What follows belongs to an exercise in optimizing a design on an open flow for small area; a production flow would make more cautious choices.
Function was checked by simulation only, so behaviour that the tests miss may differ from the original.
Power figures rest on the tool's default switching activity, not on a simulated workload.

== job 3856 ==
==> flow/design.v (excerpt) <==
module sp8_core (
    input  wire        clk,
    input  wire        rst,
    output reg  [15:0] bus_addr,
    output wire [7:0]  bus_wdata,
    output wire        mem_we,
    output wire        disp_we,
    output wire        io_we,
    input  wire [7:0]  mem_rdata,
    output wire        retire,
    output reg  [2:0]  cost,
    output wire        halted,
    output wire        faulted,
    output wire [7:0]  fault_op,
    output wire [15:0] pc,
    output wire [7:0]  sp,
    output wire [7:0]  a,
    output wire [7:0]  x,
    output wire [7:0]  y,
    output wire [7:0]  p
);
Size: about 300 cells after synthesis, about 46 flip-flops, about 110 I/O pins.
export LEC_CHECK = 0
export CAP_MARGIN = 20
export CORE_MARGIN = 2
export CORE_UTILIZATION = 40
export PLACE_DENSITY = 0.6
export SLEW_MARGIN = 20
create_clock -name core_clock -period 5.0 [get_ports {clk}]
standard.sh (not shown) runs the stock make flow with config.mk's settings and CLKGATE_MAP_FILE= SYNTH_SCRIPT=/design/flow/synth_recipe.tcl, a recipe that flattens the netlist after the stock synthesis.
==> flow/flow/run.sh <==
#!/bin/bash
# Own layout flow: the standard layout (standard.sh) with two changes:
#  - synthesis maps the logic with an area-oriented ABC script (flow/abc_area.script),
#  - the port buffers that placement inserts on every input and output are buf_1 cells.
# Everything else (floorplan, power grid, taps, placement, CTS, routing) is the standard flow.
set -euo pipefail
here=$(pwd)
sed "s#SYNTH_SCRIPT=[^ ]*#SYNTH_SCRIPT=$here/flow/my_synth.tcl#" standard.sh > my_standard.sh
grep -q "SYNTH_SCRIPT=$here/flow/my_synth.tcl" my_standard.sh
export MY_ABC_SCRIPT=$here/flow/abc_area.script
export BUFFER_PORTS_ARGS="-buffer_cell sky130_fd_sc_hd__buf_1"
export SKIP_REPAIR_TIE_FANOUT=1
export CTS_ARGS="-sink_clustering_enable -repair_clock_nets -dont_use_dummy_load -sink_clustering_size 24 -sink_clustering_max_diameter 300 -sink_clustering_levels 1"
bash my_standard.sh > "$here/flow_make.log" 2>&1 || { tail -50 "$here/flow_make.log"; exit 1; }
tail -5 "$here/flow_make.log"
==> flow/flow/abc_area.script <==
strash
&get -n
&deepsyn -J 1000 -T 3000
&put
dch -f
amap
topo
==> flow/flow/my_synth.tcl <==
# The standard flow's synthesis (synth_recipe.tcl) with one change: ABC maps the logic with
# the area-oriented script in flow/abc_area.script instead of ORFS's speed script.
proc synth {args} { yosys synth -nofsm -noshare {*}$args }
proc abc {args} {
  set i [lsearch -exact $args -script]
  if { $i >= 0 } { lset args [expr { $i + 1 }] $::env(MY_ABC_SCRIPT) }
  yosys abc {*}$args
}
source $::env(SCRIPTS_DIR)/synth.tcl
# left out here: clear keep_hierarchy, flatten, clean up, hide names made inside functions, write 1_2_yosys.v
Job 3856: full flow OK, the timing, design-rule and antenna checks passed
diff inputs: job 3856 => job 3505
==> flow/run.sh (new file) <==
#!/bin/bash
# synth_recipe.tcl (not shown) runs the flow's synth.tcl, then flattens the netlist and writes it again
# the make line also repeats each setting of config.mk as NAME=value (left out here)
make -C /OpenROAD-flow-scripts/flow DESIGN_CONFIG=/design/flow/config.mk WORK_HOME=/design/flow/orfs CLKGATE_MAP_FILE= SYNTH_SCRIPT=/design/flow/synth_recipe.tcl finish
removed: flow/flow/run.sh
removed: flow/flow/abc_area.script
removed: flow/flow/my_synth.tcl
removed: flow/standard.sh
==> results.txt <==
On count of distinct cell types in the synthesized netlist, the higher figure sits with job 3505, not job 3856.
Re final area: job 3856 and job 3505 aren't equal, and the higher value belongs to job 3505.
Summary of job 3505 over job 3856: number of logic stages on the critical path including buffering went up; average footprint of a synthesized cell grew by 5.3%.
On sequential share of layout area, the lower figure sits with job 3505, not job 3856.
Diff job 3856 and job 3505: maximum cell stage delay along the critical path lower in job 3856
The maximum vdd ir drop of job 3505 falls short of that of job 3856 by 0.031 mV.
Global-route usage up 1.3 points in job 3505 wrt job 3856
On worst setup slack for register-to-register paths: between job 3856 and job 3505, it ends up lower for job 3505.
Job 3505: maximum operating frequency 4.1% below job 3856
For job 5051, these inputs were changed with respect to job 3505:
==> flow/flow/run.sh (new file) <==
#!/bin/bash
# Own layout flow: the standard layout (standard.sh) with two changes:
#  - synthesis maps the logic with an area-oriented ABC script (flow/abc_area.script),
#  - the port buffers that placement inserts on every input and output are buf_1 cells.
# Everything else (floorplan, power grid, taps, placement, CTS, routing) is the standard flow.
set -euo pipefail
here=$(pwd)
sed "s#SYNTH_SCRIPT=[^ ]*#SYNTH_SCRIPT=$here/flow/my_synth.tcl#" standard.sh > my_standard.sh
grep -q "SYNTH_SCRIPT=$here/flow/my_synth.tcl" my_standard.sh
export MY_ABC_SCRIPT=$here/flow/abc_area.script
export BUFFER_PORTS_ARGS="-buffer_cell sky130_fd_sc_hd__buf_1"
export SKIP_REPAIR_TIE_FANOUT=1
export CTS_ARGS="-repair_clock_nets -dont_use_dummy_load -buf_list {sky130_fd_sc_hd__clkbuf_4 sky130_fd_sc_hd__clkbuf_8}"
bash my_standard.sh > "$here/flow_make.log" 2>&1 || { tail -50 "$here/flow_make.log"; exit 1; }
tail -5 "$here/flow_make.log"
==> flow/flow/abc_area.script (new file) <==
strash
&get -n
&deepsyn -J 1000 -T 3000
&put
dch -f
amap
topo
==> flow/flow/my_synth.tcl (new file) <==
# The standard flow's synthesis (synth_recipe.tcl) with one change: ABC maps the logic with
# the area-oriented script in flow/abc_area.script instead of ORFS's speed script.
proc synth {args} { yosys synth -nofsm -noshare {*}$args }
proc abc {args} {
  set i [lsearch -exact $args -script]
  if { $i >= 0 } { lset args [expr { $i + 1 }] $::env(MY_ABC_SCRIPT) }
  yosys abc {*}$args
}
source $::env(SCRIPTS_DIR)/synth.tcl
# left out here: clear keep_hierarchy, flatten, clean up, hide names made inside functions, write 1_2_yosys.v
==> flow/standard.sh (new file) <==
#!/bin/bash
# synth_recipe.tcl (not shown) runs the flow's synth.tcl, then flattens the netlist and writes it again
# the make line also repeats each setting of config.mk as NAME=value (left out here)
make -C /OpenROAD-flow-scripts/flow DESIGN_CONFIG=/design/flow/config.mk WORK_HOME=/design/flow/orfs CLKGATE_MAP_FILE= SYNTH_SCRIPT=/design/flow/synth_recipe.tcl "${@:-finish}"
removed: flow/run.sh
==> results.txt <==
Job 3505 reports its combinational family with the most area after synthesis as simple AND/OR/NAND/NOR gates while job 5051 reports compound AO/OA/AOI/OAI gates. Compared with job 3505, job 5051 shows sequential power that has gone down by a few percent. Job 5051 does better than job 3505 on total power. Job 5051 vs. job 3505: synthesized area has decreased; largest voltage drop on the vdd net has increased. Diff job 3505 -> job 5051: wire length shows a reduction of 920 um; total number of tap cells shows a reduction of 19. ~same clock buffer and inverter area fraction after layout in job 5051 and job 3505. Job 5051 vs job 3505, master of the slowest instance on the critical path: or4_1 vs clkdlybuf4s50_1. Job 5051 vs. job 3505: depth of the most critical reg-to-reg path saw a decrease; setup slack saw an increase; clock slew at the register clock pins of the worst setup and hold paths saw an increase. Job 5051 gives less fraction of the mapped netlist area in simple logic gates than job 3505 did. buf_1 as the most common library cell in the layout ignoring fill and taps was reported by job 5051, and clkdlybuf4s50_1 by job 3505.
diff inputs: job 5051 => job 709
==> flow/flow/run.sh <==
#!/bin/bash
# Own layout flow: the standard layout (standard.sh) with these changes:
#  - synthesis maps the logic with an area-oriented ABC script (flow/abc_area.script),
#  - constant outputs share one tie cell per value (no tie fanout repair),
#  - CTS inserts no dummy load cells.
# Everything else (floorplan, power grid, taps, port buffers, placement, routing) is the standard flow.
set -euo pipefail
here=$(pwd)
sed "s#SYNTH_SCRIPT=[^ ]*#SYNTH_SCRIPT=$here/flow/my_synth.tcl#" standard.sh > my_standard.sh
grep -q "SYNTH_SCRIPT=$here/flow/my_synth.tcl" my_standard.sh
export MY_ABC_SCRIPT=$here/flow/abc_area.script
export SKIP_REPAIR_TIE_FANOUT=1
export CTS_ARGS="-sink_clustering_enable -repair_clock_nets -dont_use_dummy_load"
bash my_standard.sh > "$here/flow_make.log" 2>&1 || { tail -50 "$here/flow_make.log"; exit 1; }
tail -5 "$here/flow_make.log"
==> flow/flow/abc_area.script <==
strash
balance
rewrite
refactor
balance
rewrite
rewrite -z
balance
refactor -z
rewrite -z
balance
balance
rewrite
refactor
balance
rewrite
rewrite -z
balance
refactor -z
rewrite -z
balance
&get -n
&deepsyn -J 1000 -T 3000
&put
dch -f
amap
topo
Notes after the runs:
The hold slack reported for job 709 is greater than that of job 5051 by 18 ps.
Clock skew in job 709 vs job 5051: down 4.5 ps
Delta (job 709 minus job 5051): number of different library cells in the post-synthesis netlist higher, fraction of the yosys area taken by sequential cells higher.
--- input diff job 709..job 8305 ---
==> flow/flow/run.sh <==
#!/bin/bash
# Own layout flow: the standard layout (standard.sh) with two changes:
#  - synthesis maps the logic with an area-oriented ABC script (flow/abc_area.script),
#  - the port buffers that placement inserts on every input and output are buf_1 cells.
# Everything else (floorplan, power grid, taps, placement, CTS, routing) is the standard flow.
set -euo pipefail
here=$(pwd)
sed "s#SYNTH_SCRIPT=[^ ]*#SYNTH_SCRIPT=$here/flow/my_synth.tcl#" standard.sh > my_standard.sh
grep -q "SYNTH_SCRIPT=$here/flow/my_synth.tcl" my_standard.sh
export MY_ABC_SCRIPT=$here/flow/abc_area.script
export BUFFER_PORTS_ARGS="-buffer_cell sky130_fd_sc_hd__buf_1"
export SKIP_REPAIR_TIE_FANOUT=1
export CTS_ARGS="-sink_clustering_enable -repair_clock_nets -dont_use_dummy_load -sink_clustering_size 16 -sink_clustering_max_diameter 200"
bash my_standard.sh > "$here/flow_make.log" 2>&1 || { tail -50 "$here/flow_make.log"; exit 1; }
tail -5 "$here/flow_make.log"
==> flow/flow/abc_area.script <==
strash
&get -n
&deepsyn -J 1000 -T 3000
&put
dch -f
amap
topo
Results
The maximum clock frequency of job 8305 is higher than that of job 709. Setup slack on job 8305 is ahead of job 709. Delta (job 8305 minus job 709): part of the total power dissipated in combinational logic down 13 points; synthesized cell count rose 6. Vias: job 8305 fewer than job 709. Row post-placement setup slack: job 8305 higher / job 709 lower. Taking job 709 as the reference point, the internal power contribution of job 8305 falls by 0.20 mW.

## afterwards: timing with drivers on the ports
Ports are ideal in the flow. The routed layouts listed here were re-timed in OpenROAD. Step 1 sets driving cells, clkbuf_16 on the clock port and buf_2 on the other inputs (assumed; they add their load-dependent delay and slew). Step 2 adds t to the input delays and takes it off the output delays; t is the mean of the earliest and latest rising clock arrival at the registers after step 1. Input paths then give back, and output paths get back, about the clock's delay inside the block. a / b / c = no drivers / after step 1 / after step 2; a / b = the first two.
| run | shift t [ns] | setup slack, ns | worst setup path after step 2 | worst register clock-pin slew, ns |
|---|---|---|---|---|
| job 3856 | 0.317 | 0.521 / 0.491 / 0.594 | input to output | 0.10 / 0.10 |
| job 3505 | 0.330 | 0.331 / 0.308 / 0.308 | input to output | 0.09 / 0.09 |
| job 5051 | 0.317 | 0.521 / 0.491 / 0.594 | input to output | 0.10 / 0.10 |
| job 709 | 0.312 | 0.359 / 0.332 / 0.332 | input to output | 0.09 / 0.09 |
| job 8305 | 0.317 | 0.521 / 0.491 / 0.594 | input to output | 0.10 / 0.10 |
After both steps setup and hold are still met in every run listed. The setup slack of job 709, which loses most, moves by -0.027 ns with the drivers and by -0.027 ns with both steps.
